Source: an optimization exercise on an open RTL-to-GDS flow (aim: small area, a short achievable clock period and few clock cycles). Production flows keep margins and buffers that such runs may drop. Function was checked by simulation only, so behaviour that the tests miss may differ from the original.

**design.v**
```verilog
module gdfwm_fmul (
    input  wire [31:0] a,
    input  wire [31:0] b,
    output reg  [31:0] y
);
    wire        sa = a[31];
    wire        sb = b[31];
    wire [7:0]  ea = a[30:23];
    wire [7:0]  eb = b[30:23];
    wire [22:0] fa = a[22:0];
    wire [22:0] fb = b[22:0];
    wire a_nan  = (ea == 8'hFF) && (fa != 0);
    wire b_nan  = (eb == 8'hFF) && (fb != 0);
    wire a_inf  = (ea == 8'hFF) && (fa == 0);
    wire b_inf  = (eb == 8'hFF) && (fb == 0);
    wire a_zero = (ea == 8'h00) && (fa == 0);
    wire b_zero = (eb == 8'h00) && (fb == 0);
    wire sy     = sa ^ sb;
    wire [23:0] ma = {(ea != 0), fa};
    wire [23:0] mb = {(eb != 0), fb};
    wire [9:0]  ea_eff = (ea != 0) ? {2'b00, ea} : 10'd1;
    wire [9:0]  eb_eff = (eb != 0) ? {2'b00, eb} : 10'd1;
    wire [47:0] prod = ma * mb;
    reg [5:0] lz;
    integer i;
    always @* begin
        lz = 6'd48;
        for (i = 0; i < 48; i = i + 1)
            if (prod[i]) lz = 6'd47 - i[5:0];
    end
    reg signed [11:0] er;      
    reg [47:0]        pn;      
    reg [71:0]        sh_in;
    reg [71:0]        sh_out;
    reg [6:0]         shamt;
    reg               sticky;
    reg [23:0]        sig;
    reg               guard;
    reg               rnd;
    reg [31:0]        pk;
    reg [8:0]         exp_m1;
    always @* begin
        pn     = prod << lz;
        er     = $signed({2'b00, ea_eff}) + $signed({2'b00, eb_eff}) - 12'sd126 - $signed({6'b0, lz});
        sh_in  = {pn, 24'b0};
        if (er < 12'sd1) begin
            if ((12'sd1 - er) > 12'sd63) shamt = 7'd63;
            else                         shamt = 7'd1 - er[6:0];
            exp_m1 = 9'd0;
        end else begin
            shamt  = 7'd0;
            exp_m1 = er[8:0] - 9'd1;
        end
        sh_out = sh_in >> shamt;
        sticky = ((sh_out << shamt) != sh_in) || (sh_out[46:0] != 0);
        sig    = sh_out[71:48];
        guard  = sh_out[47];
        rnd    = guard && (sticky || sig[0]);
        pk = {exp_m1, 23'b0} + {8'b0, sig} + {31'b0, rnd};
        if (a_nan || b_nan || (a_inf && b_zero) || (b_inf && a_zero))
            y = 32'h7FC00000;
        else if (a_inf || b_inf)
            y = {sy, 8'hFF, 23'b0};
        else if (a_zero || b_zero)
            y = {sy, 31'b0};
        else if (er > 12'sd254 || pk[31:23] >= 9'd255)
            y = {sy, 8'hFF, 23'b0};
        else
            y = {sy, pk[30:0]};
    end
endmodule
module gdfwm_fadd (
    input  wire [31:0] a,
    input  wire [31:0] b,
    output reg  [31:0] y
);
    wire a_nan = (a[30:23] == 8'hFF) && (a[22:0] != 0);
    wire b_nan = (b[30:23] == 8'hFF) && (b[22:0] != 0);
    wire a_inf = (a[30:23] == 8'hFF) && (a[22:0] == 0);
    wire b_inf = (b[30:23] == 8'hFF) && (b[22:0] == 0);
    wire        swap = (b[30:0] > a[30:0]);
    wire [31:0] x    = swap ? b : a;
    wire [31:0] z    = swap ? a : b;
    wire [7:0]  ex_eff = (x[30:23] != 0) ? x[30:23] : 8'd1;
    wire [7:0]  ez_eff = (z[30:23] != 0) ? z[30:23] : 8'd1;
    wire [26:0] mx     = {(x[30:23] != 0), x[22:0], 3'b000};
    wire [26:0] mz     = {(z[30:23] != 0), z[22:0], 3'b000};
    wire [7:0]  d      = ex_eff - ez_eff;
    reg  [26:0] mz_al;
    reg  [26:0] lost;
    reg  [27:0] sum;
    reg  [26:0] m;
    reg  [8:0]  e;
    reg  [4:0]  lz;
    reg  [4:0]  lsh;
    reg  [23:0] sig;
    reg         rnd;
    reg  [31:0] pk;
    reg         sy;
    integer i;
    always @* begin
        lost = 27'd0;
        lz   = 5'd0;
        lsh  = 5'd0;
        if (d > 8'd27) begin
            mz_al = {26'b0, (mz != 0)};
        end else begin
            mz_al = mz >> d;
            lost  = mz & ((27'd1 << d) - 27'd1);
            mz_al[0] = mz_al[0] | (lost != 0);
        end
        sy = x[31];
        e  = {1'b0, ex_eff};
        if (x[31] == z[31]) begin
            sum = {1'b0, mx} + {1'b0, mz_al};
            if (sum[27]) begin
                m = sum[27:1];
                m[0] = m[0] | sum[0];
                e = e + 9'd1;
            end else begin
                m = sum[26:0];
            end
        end else begin
            sum = {1'b0, mx} - {1'b0, mz_al};
            m   = sum[26:0];
            lz = 5'd27;
            for (i = 0; i < 27; i = i + 1)
                if (m[i]) lz = 5'd26 - i[4:0];
            if ({4'b0, lz} > (e - 9'd1)) lsh = e[4:0] - 5'd1;
            else                         lsh = lz;
            m = m << lsh;
            e = e - {4'b0, lsh};
            if (sum[26:0] == 0) begin         
                sy = 1'b0;
                e  = 9'd1;
            end
        end
        sig    = m[26:3];
        rnd    = m[2] && (m[1] || m[0] || sig[0]);
        pk = {e - 9'd1, 23'b0} + {8'b0, sig} + {31'b0, rnd};
        if (a_nan || b_nan || (a_inf && b_inf && (a[31] != b[31])))
            y = 32'h7FC00000;
        else if (a_inf)
            y = a;
        else if (b_inf)
            y = b;
        else if (pk[31:23] >= 9'd255)
            y = {sy, 8'hFF, 23'b0};
        else
            y = {sy, pk[30:0]};
    end
endmodule
module gdfwm_chain (
    input  wire        clk,
    input  wire        rst,
    input  wire        cfg_we,
    input  wire [5:0]  cfg_addr,
    input  wire [31:0] cfg_wdata,
    input  wire        in_valid,
    output wire        in_ready,
    input  wire        in_ch,
    input  wire [31:0] in_data,
    output reg         out_valid,
    input  wire        out_ready,
    output reg         out_ch,
    output reg  [31:0] out_data
);
    localparam [31:0] F_ONE = 32'h3F800000;
    localparam [5:0] A_SLOPE = 6'd45;
    localparam [5:0] A_PREG  = 6'd46;
    localparam [5:0] A_BIAS  = 6'd47;
    localparam [5:0] A_AMT   = 6'd48;
    localparam [5:0] A_POSTG = 6'd49;
    localparam [5:0] A_MIX   = 6'd50;
    localparam [5:0] A_CLEAR = 6'd51;
    localparam [1:0] S_IDLE = 2'd0;
    localparam [1:0] S_SEC  = 2'd1;
    localparam [1:0] S_POST = 2'd2;
    localparam [1:0] S_OUT  = 2'd3;
    reg [31:0] coef [0:44];         
    reg [31:0] z0   [0:17];         
    reg [31:0] z1   [0:17];         
    reg [1:0]  qlo, qhi;
    reg [31:0] preg, bias, amt, postg, mix;
    reg [1:0]  state;
    reg [3:0]  sec;                 
    reg [3:0]  step;                
    reg        ch;
    reg [31:0] dry;                 
    reg [31:0] xs;                  
    reg [31:0] ys;                  
    reg [31:0] p, q;                
    reg [31:0] u;                   
    reg [31:0] om;                  
    assign in_ready = (state == S_IDLE);
    wire [4:0] zi = ch ? (5'd9 + {1'b0, sec}) : {1'b0, sec};
    wire [5:0] ci = {2'b00, sec} * 6'd5;
    wire [31:0] b0 = coef[ci];
    wire [31:0] b1 = coef[ci + 6'd1];
    wire [31:0] b2 = coef[ci + 6'd2];
    wire [31:0] a1 = coef[ci + 6'd3];
    wire [31:0] a2 = coef[ci + 6'd4];
    reg  [31:0] mul_a, mul_b, add_a, add_b;
    wire [31:0] mul_y, add_y;
    gdfwm_fmul u_mul (.a(mul_a), .b(mul_b), .y(mul_y));
    gdfwm_fadd u_add (.a(add_a), .b(add_b), .y(add_y));
    always @* begin
        mul_a = 32'b0;
        mul_b = 32'b0;
        add_a = 32'b0;
        add_b = 32'b0;
        if (state == S_SEC) begin
            case (step)
                4'd0: begin mul_a = b0; mul_b = xs; end
                4'd1: begin add_a = p;  add_b = z0[zi]; end
                4'd2: begin mul_a = b1; mul_b = xs; end
                4'd3: begin mul_a = a1; mul_b = ys; end
                4'd4: begin add_a = p;  add_b = {~q[31], q[30:0]}; end
                4'd5: begin add_a = p;  add_b = z1[zi]; end
                4'd6: begin mul_a = b2; mul_b = xs; end
                4'd7: begin mul_a = a2; mul_b = ys; end
                4'd8: begin add_a = p;  add_b = {~q[31], q[30:0]}; end
                default: ;
            endcase
        end else if (state == S_POST) begin
            case (step)
                4'd0: begin mul_a = xs;    mul_b = preg; end
                4'd1: begin add_a = xs;    add_b = bias; end
                4'd2: begin add_a = F_ONE; add_b = {~amt[31], amt[30:0]}; end
                4'd4: begin mul_a = xs;    mul_b = postg; end
                4'd5: begin add_a = F_ONE; add_b = {~mix[31], mix[30:0]}; end
                4'd6: begin mul_a = dry;   mul_b = om; end
                4'd7: begin mul_a = xs;    mul_b = mix; end
                4'd8: begin add_a = p;     add_b = q; end
                default: ;
            endcase
        end
    end
    function is_nan(input [31:0] v);
        is_nan = (v[30:23] == 8'hFF) && (v[22:0] != 0);
    endfunction
    function f_lt(input [31:0] a, input [31:0] b);
        reg a_zero, b_zero;
        begin
            a_zero = (a[30:0] == 0);
            b_zero = (b[30:0] == 0);
            if (is_nan(a) || is_nan(b))
                f_lt = 1'b0;
            else if (a_zero && b_zero)
                f_lt = 1'b0;
            else if (a[31] != b[31])
                f_lt = a[31];
            else if (!a[31])
                f_lt = (a[30:0] < b[30:0]);
            else
                f_lt = (a[30:0] > b[30:0]);
        end
    endfunction
    reg [31:0] clip_v;
    reg [31:0] shaped;
    wire [31:0] neg_u = {~u[31], u[30:0]};
    always @* begin
        if (is_nan(xs))              clip_v = xs;
        else if (f_lt(u, xs))        clip_v = u;
        else if (f_lt(xs, neg_u))    clip_v = neg_u;
        else                         clip_v = xs;
        if (is_nan(clip_v))                 shaped = 32'h00000000;
        else if (f_lt(F_ONE, clip_v))       shaped = F_ONE;
        else if (f_lt(clip_v, 32'hBF800000)) shaped = 32'hBF800000;
        else                                shaped = clip_v;
    end
    reg [3:0] next_sec;
    reg       last_sec;
    always @* begin
        next_sec = sec + 4'd1;
        last_sec = 1'b0;
        if (sec < 4'd4) begin
            if (sec >= {2'b00, qlo}) next_sec = 4'd4;
        end else if (sec == 4'd4) begin
            next_sec = 4'd5;
        end else begin
            if ((sec - 4'd5) >= {2'b00, qhi}) last_sec = 1'b1;
        end
    end
    integer k;
    always @(posedge clk) begin
        if (rst) begin
            state     <= S_IDLE;
            sec       <= 4'd0;
            step      <= 4'd0;
            ch        <= 1'b0;
            out_valid <= 1'b0;
            out_ch    <= 1'b0;
            out_data  <= 32'b0;
            for (k = 0; k < 45; k = k + 1)
                coef[k] <= (k % 5 == 0) ? F_ONE : 32'b0;
            for (k = 0; k < 18; k = k + 1) begin
                z0[k] <= 32'b0;
                z1[k] <= 32'b0;
            end
            qlo   <= 2'd0;
            qhi   <= 2'd0;
            preg  <= F_ONE;
            bias  <= 32'b0;
            amt   <= 32'b0;
            postg <= F_ONE;
            mix   <= F_ONE;
        end else begin
            case (state)
                S_IDLE: begin
                    if (cfg_we) begin
                        if (cfg_addr < 6'd45)
                            coef[cfg_addr] <= cfg_wdata;
                        else case (cfg_addr)
                            A_SLOPE: begin qlo <= cfg_wdata[1:0]; qhi <= cfg_wdata[3:2]; end
                            A_PREG:  preg  <= cfg_wdata;
                            A_BIAS:  bias  <= cfg_wdata;
                            A_AMT:   amt   <= cfg_wdata;
                            A_POSTG: postg <= cfg_wdata;
                            A_MIX:   mix   <= cfg_wdata;
                            A_CLEAR: begin
                                for (k = 0; k < 18; k = k + 1) begin
                                    z0[k] <= 32'b0;
                                    z1[k] <= 32'b0;
                                end
                            end
                            default: ;
                        endcase
                    end else if (in_valid) begin
                        ch    <= in_ch;
                        dry   <= in_data;
                        xs    <= in_data;
                        sec   <= 4'd0;
                        step  <= 4'd0;
                        state <= S_SEC;
                    end
                end
                S_SEC: begin
                    case (step)
                        4'd0: p  <= mul_y;
                        4'd1: ys <= add_y;
                        4'd2: p  <= mul_y;
                        4'd3: q  <= mul_y;
                        4'd4: p  <= add_y;
                        4'd5: z0[zi] <= add_y;
                        4'd6: p  <= mul_y;
                        4'd7: q  <= mul_y;
                        default: ;
                    endcase
                    if (step == 4'd8) begin
                        z1[zi] <= add_y;
                        xs     <= ys;
                        step   <= 4'd0;
                        if (last_sec) state <= S_POST;
                        else          sec   <= next_sec;
                    end else begin
                        step <= step + 4'd1;
                    end
                end
                S_POST: begin
                    case (step)
                        4'd0: xs <= mul_y;      
                        4'd1: xs <= add_y;      
                        4'd2: u  <= add_y;      
                        4'd3: xs <= shaped;     
                        4'd4: xs <= mul_y;      
                        4'd5: om <= add_y;      
                        4'd6: p  <= mul_y;      
                        4'd7: q  <= mul_y;      
                        default: ;
                    endcase
                    if (step == 4'd8) begin
                        out_valid <= 1'b1;
                        out_ch    <= ch;
                        out_data  <= add_y;
                        state     <= S_OUT;
                    end else begin
                        step <= step + 4'd1;
                    end
                end
                S_OUT: begin
                    if (out_ready) begin
                        out_valid <= 1'b0;
                        state     <= S_IDLE;
                    end
                end
            endcase
        end
    end
endmodule
```
**run.sh**
```bash
#!/bin/bash
# synth_recipe.tcl (not shown) runs the flow's synth.tcl, then flattens the netlist and writes it again
# the make line also repeats each setting of config.mk as NAME=value (left out here)
make -C /OpenROAD-flow-scripts/flow DESIGN_CONFIG=/design/flow/config.mk WORK_HOME=/design/flow/orfs CLKGATE_MAP_FILE= SYNTH_SCRIPT=/design/flow/synth_recipe.tcl finish
```
**config.mk**
```make
export PLATFORM = sky130hd
export DESIGN_NAME = gdfwm_chain
export DESIGN_NICKNAME = gdfwm_chain
export VERILOG_FILES = /design/flow/design.v
export SDC_FILE = /design/flow/constraint.sdc
export NUM_CORES = 8
export LEC_CHECK = 0
export CAP_MARGIN = 20
export CORE_MARGIN = 2
export CORE_UTILIZATION = 30
export PLACE_DENSITY = 0.5
export SLEW_MARGIN = 20
```
**constraint.sdc**
```tcl
create_clock -name core_clock -period 25.0 [get_ports {clk}]
set_input_delay 5.0000 -clock core_clock [delete_from_list [all_inputs] [get_ports {clk}]]
set_output_delay 5.0000 -clock core_clock [all_outputs]
set_load 0.01 [all_outputs]
```
==> run notes <==
-- state kept, by name, indices dropped and copies added, names as in the netlist, 2 cells and up --
name      count
coef       2048
z1          969
z0          966
amt          32
bias         32
dry          32
mix          32
om           32
out_data     32
p            32
postg        32
preg         32
q            32
u            32
xs           32
ys           32
sec           4
step          4
qhi           2
qlo           2
state         2
-- through the flow --
stage / setup slack, ps / std cells / area (µm²) / hold slack [ps]
floorplan: 2550 / 22300 / 293000 / 436
global placement: 326 / 34100 / 310000 / 442
CTS: 748 / 35000 / 325000 / 455
global route: 26.9 / 35100 / 326000 / 473
finish: 898 / 35200 / 326000 / 455
detailed placement: 845 / 34100 / 310000 / 446
-- logic make-up (layout without fill, tap and decap cells) --
| group | count (synthesis) | after routing | share of synthesized area (%) |
|---|---|---|---|
| AOI/OAI and AO/OA | 3128 | 3128 | 7.47 |
| xor gates and xnor gates | 224 | 224 | 0.693 |
| adders and majority gates | 844 | 844 | 4.90 |
| buffers and inverters | 2606 | 2462 | 3.89 |
| DFF | 4416 | 4416 | 45.0 |
| muxes | 3944 | 3944 | 27.2 |
| other | 1 | 772 | 0.00129 |
| and+or+nand+nor | 6479 | 6479 | 10.9 |
-- cell type report --
class                   count  area, µm²  share of cell area [%]
inverters                 575       2160                   0.663
multi-input cells       15200     153000                    46.8
diodes                    149        373                   0.114
clock inverters           300       3030                   0.927
repair buffers           1008       8980                    2.75
clock buffers             579      12300                    3.76
well taps               12900      16100                    4.94
flip-flops and latches   4416     131000                    40.0
-- synthesized netlist by cell type (all sizes together), types with 138 or more instances --
master  number
edfxtp    4207
mux4      3143
nor2      1849
nand2     1705
and2      1550
clkbuf    1316
a21oi      728
buf        715
mux2i      686
inv        570
fa         488
o21ai      424
ha         356
nand3      322
a22oi      301
nor3       252
o22ai      251
a211oi     227
dfxtp      209
xnor2      153
o211ai     138
-- worst max-delay path: cells and delay by family (launching register included) --
family / cells / cell delay, ps
xor+xnor: 3 / 1050
buf+inv: 11 / 2040
simple gates: 20 / 6590
compound gates: 16 / 5160
fa+ha+maj: 14 / 6390
flops: 1 / 870
mux: 4 / 1540
-- final timing paths --
check                           slack, ps  endpoint
worst max-delay path                  900     xs[3]
worst min-delay path                  460   bias[5]
worst max register to register        900     xs[3]
worst min register to register        460   bias[5]
-- metal layers --
layer,up-vias,part of all wire (%),GRT usage (%)
li1,84400,-,-
met1,112000,38,31.5
met2,13900,44,36.9
met3,2732,11,6.65
met4,48,6.8,13.9
met5,-,0.026,0
-- timing repair --
| item | in CTS | in global routing |
|---|---|---|
| hold endpoints to repair | 0 | 0 |
| setup endpoints to repair | 0 | 1802 |
| resized for setup | 0 | 17 |
| hold buffers | 0 | 0 |
| buffers inserted | 0 | 14 |
==> results.py <==
metrics = {
    "setup_path": {
        "required_ps": 25790,
        "critPathKind": "reg2reg",
        "cp-end-kind": "flop",
        "crit_top_cell": "fa_1",
        "crit_path_start_kind": "flop",
        "worstRegToRegCells": 68,
        "startpoint": "sec[2]",
        "crit_fanout": 41,
        "rr_startpoint": "sec[2]",
        "cp.arrival_ps": 24890,
        "cp_slowest_cell": "dfxtp_1",
        "critical_path.max_stage_delay_ps": 870,
    },
    "synth": {
        "ys.flop_type": "edfxtp_1",
        "ys_warn_count": 3,
        "synth_area_leader_cell": "edfxtp_1",
        "synth-async-reset-ratio_pct": 0,
        "seq_area_frac_synth_pct": 45.0,
        "synth-edff-count": 4207,
        "yosys.area.top_type_share_pct": 43.5,
        "avgSynthCellArea_um2": 13.4,
        "ys_types": 148,
        "netlist_area_um2": 290000,
        "yosys-top-cells-area": "edfxtp_1, mux4_2, fa_1",
        "synthCells": 21600,
        "synth_seq_cells": 4416,
    },
    "global_route": {
        "grtUsageTotal_pct": 24.4,
        "grt_pass1_vias": 205000,
        "grt_pass1_wl_um": 1690000,
        "gr-total-overflow": 0,
        "grt_max_degree": 149,
        "antenna_found_initial": 139,
    },
    "sta": {
        "fmax_mhz": 41.5,
        "post-route-min-period_ps": 24100,
        "tns_ps": 0,
        "hold_viol": 0,
        "fin_crit_sh_pct": 96.4,
        "fin_worst_skew_ps": 120,
        "tightest_slew_ps": 1270,
        "final_max_slew_viol_count": 0,
        "rsz0062_at_grt": "false",
        "relSlewSlack_pct": 14.3,
        "setup_viol": 0,
    },
    "worst_hold_path": {
        "hp-start": "bias[5]",
        "min_delay_path_depth": 2,
        "min_path_type": "reg2reg",
    },
    "placed_design": {
        "gp_congestion": 0.957,
        "port_buffers": 110,
        "hpwl_um": 800000,
    },
    "final_layout": {
        "nets": 22600,
        "final_common_cell": "edfxtp_1",
        "drive_above_1_share_pct": 24.4,
        "area_delta_synth_final_pct": 12.4,
        "final_cell_mix": "edfxtp_1, mux4_2, nor2_1, nand2_1, and2_1",
        "final_util_pct": 33.8,
        "n_fill_cell": 94000,
    },
    "clock_network": {
        "cts_tree": "done",
        "root_buffer": "clkbuf_16",
        "clock-sinks": 4416,
        "cts_max_level": 5,
        "worstSkewPairLatency_ps": 1110,
        "clk_pin_slew_ps": 70,
        "cts_buffer_depth": 4,
        "cts_buffers": 470,
    },
    "routing": {
        "dr.pass1.iters": 6,
        "via_per_inst": 6.06,
        "drtIter0Drc": 30600,
        "final_antenna_net_count": 0,
        "drc": 0,
        "wl_per_cell_um": 35.0,
        "vias": 213000,
        "totalWireLength_um": 1230000,
    },
    "die": {
        "dieArea_um2": 975000,
        "ioPinCount": 111,
        "core_um2": 965000,
        "fp.dieH_um": 988,
        "initial_core_util_pct": 30.1,
        "fp-row-count": 361,
        "die_w_um": 988,
    },
    "flow_run": {
        "maxCapViolCount": 0,
    },
    "run_status": {
        "status": "finished clean",
    },
}
Testbench counts, summed over its fixed seeds: cycles 189,312.

==> port drivers added, routing unchanged <==
How much do the figures lean on ideal ports? The routed layout below was timed once more, with nothing changed but the port constraints. Step 1 assumes that a clkbuf_16 drives the clock port and a buf_2 every other input. Step 2 adds t to the input delays and takes it off the output delays; t is the mean of the earliest and latest rising clock arrival at the registers after step 1. Input paths then give back, and output paths get back, about the clock's delay inside the block. a / b / c = ideal ports / drivers / drivers and shift; a / b = the first two.
t (ns): 1.199
setup slack, ns: 0.898 / 0.898 / 0.898
latest minus earliest clock arrival (ns): 0.138 / 0.138
slew at the worst register clock pin (ns): 0.07 / 0.07
worst data-port slew with drivers (ns): 0.44
After both steps setup and hold are still met in this run. The setup slack of this run moves by 0.000 ns with the drivers and by 0.000 ns with both steps.
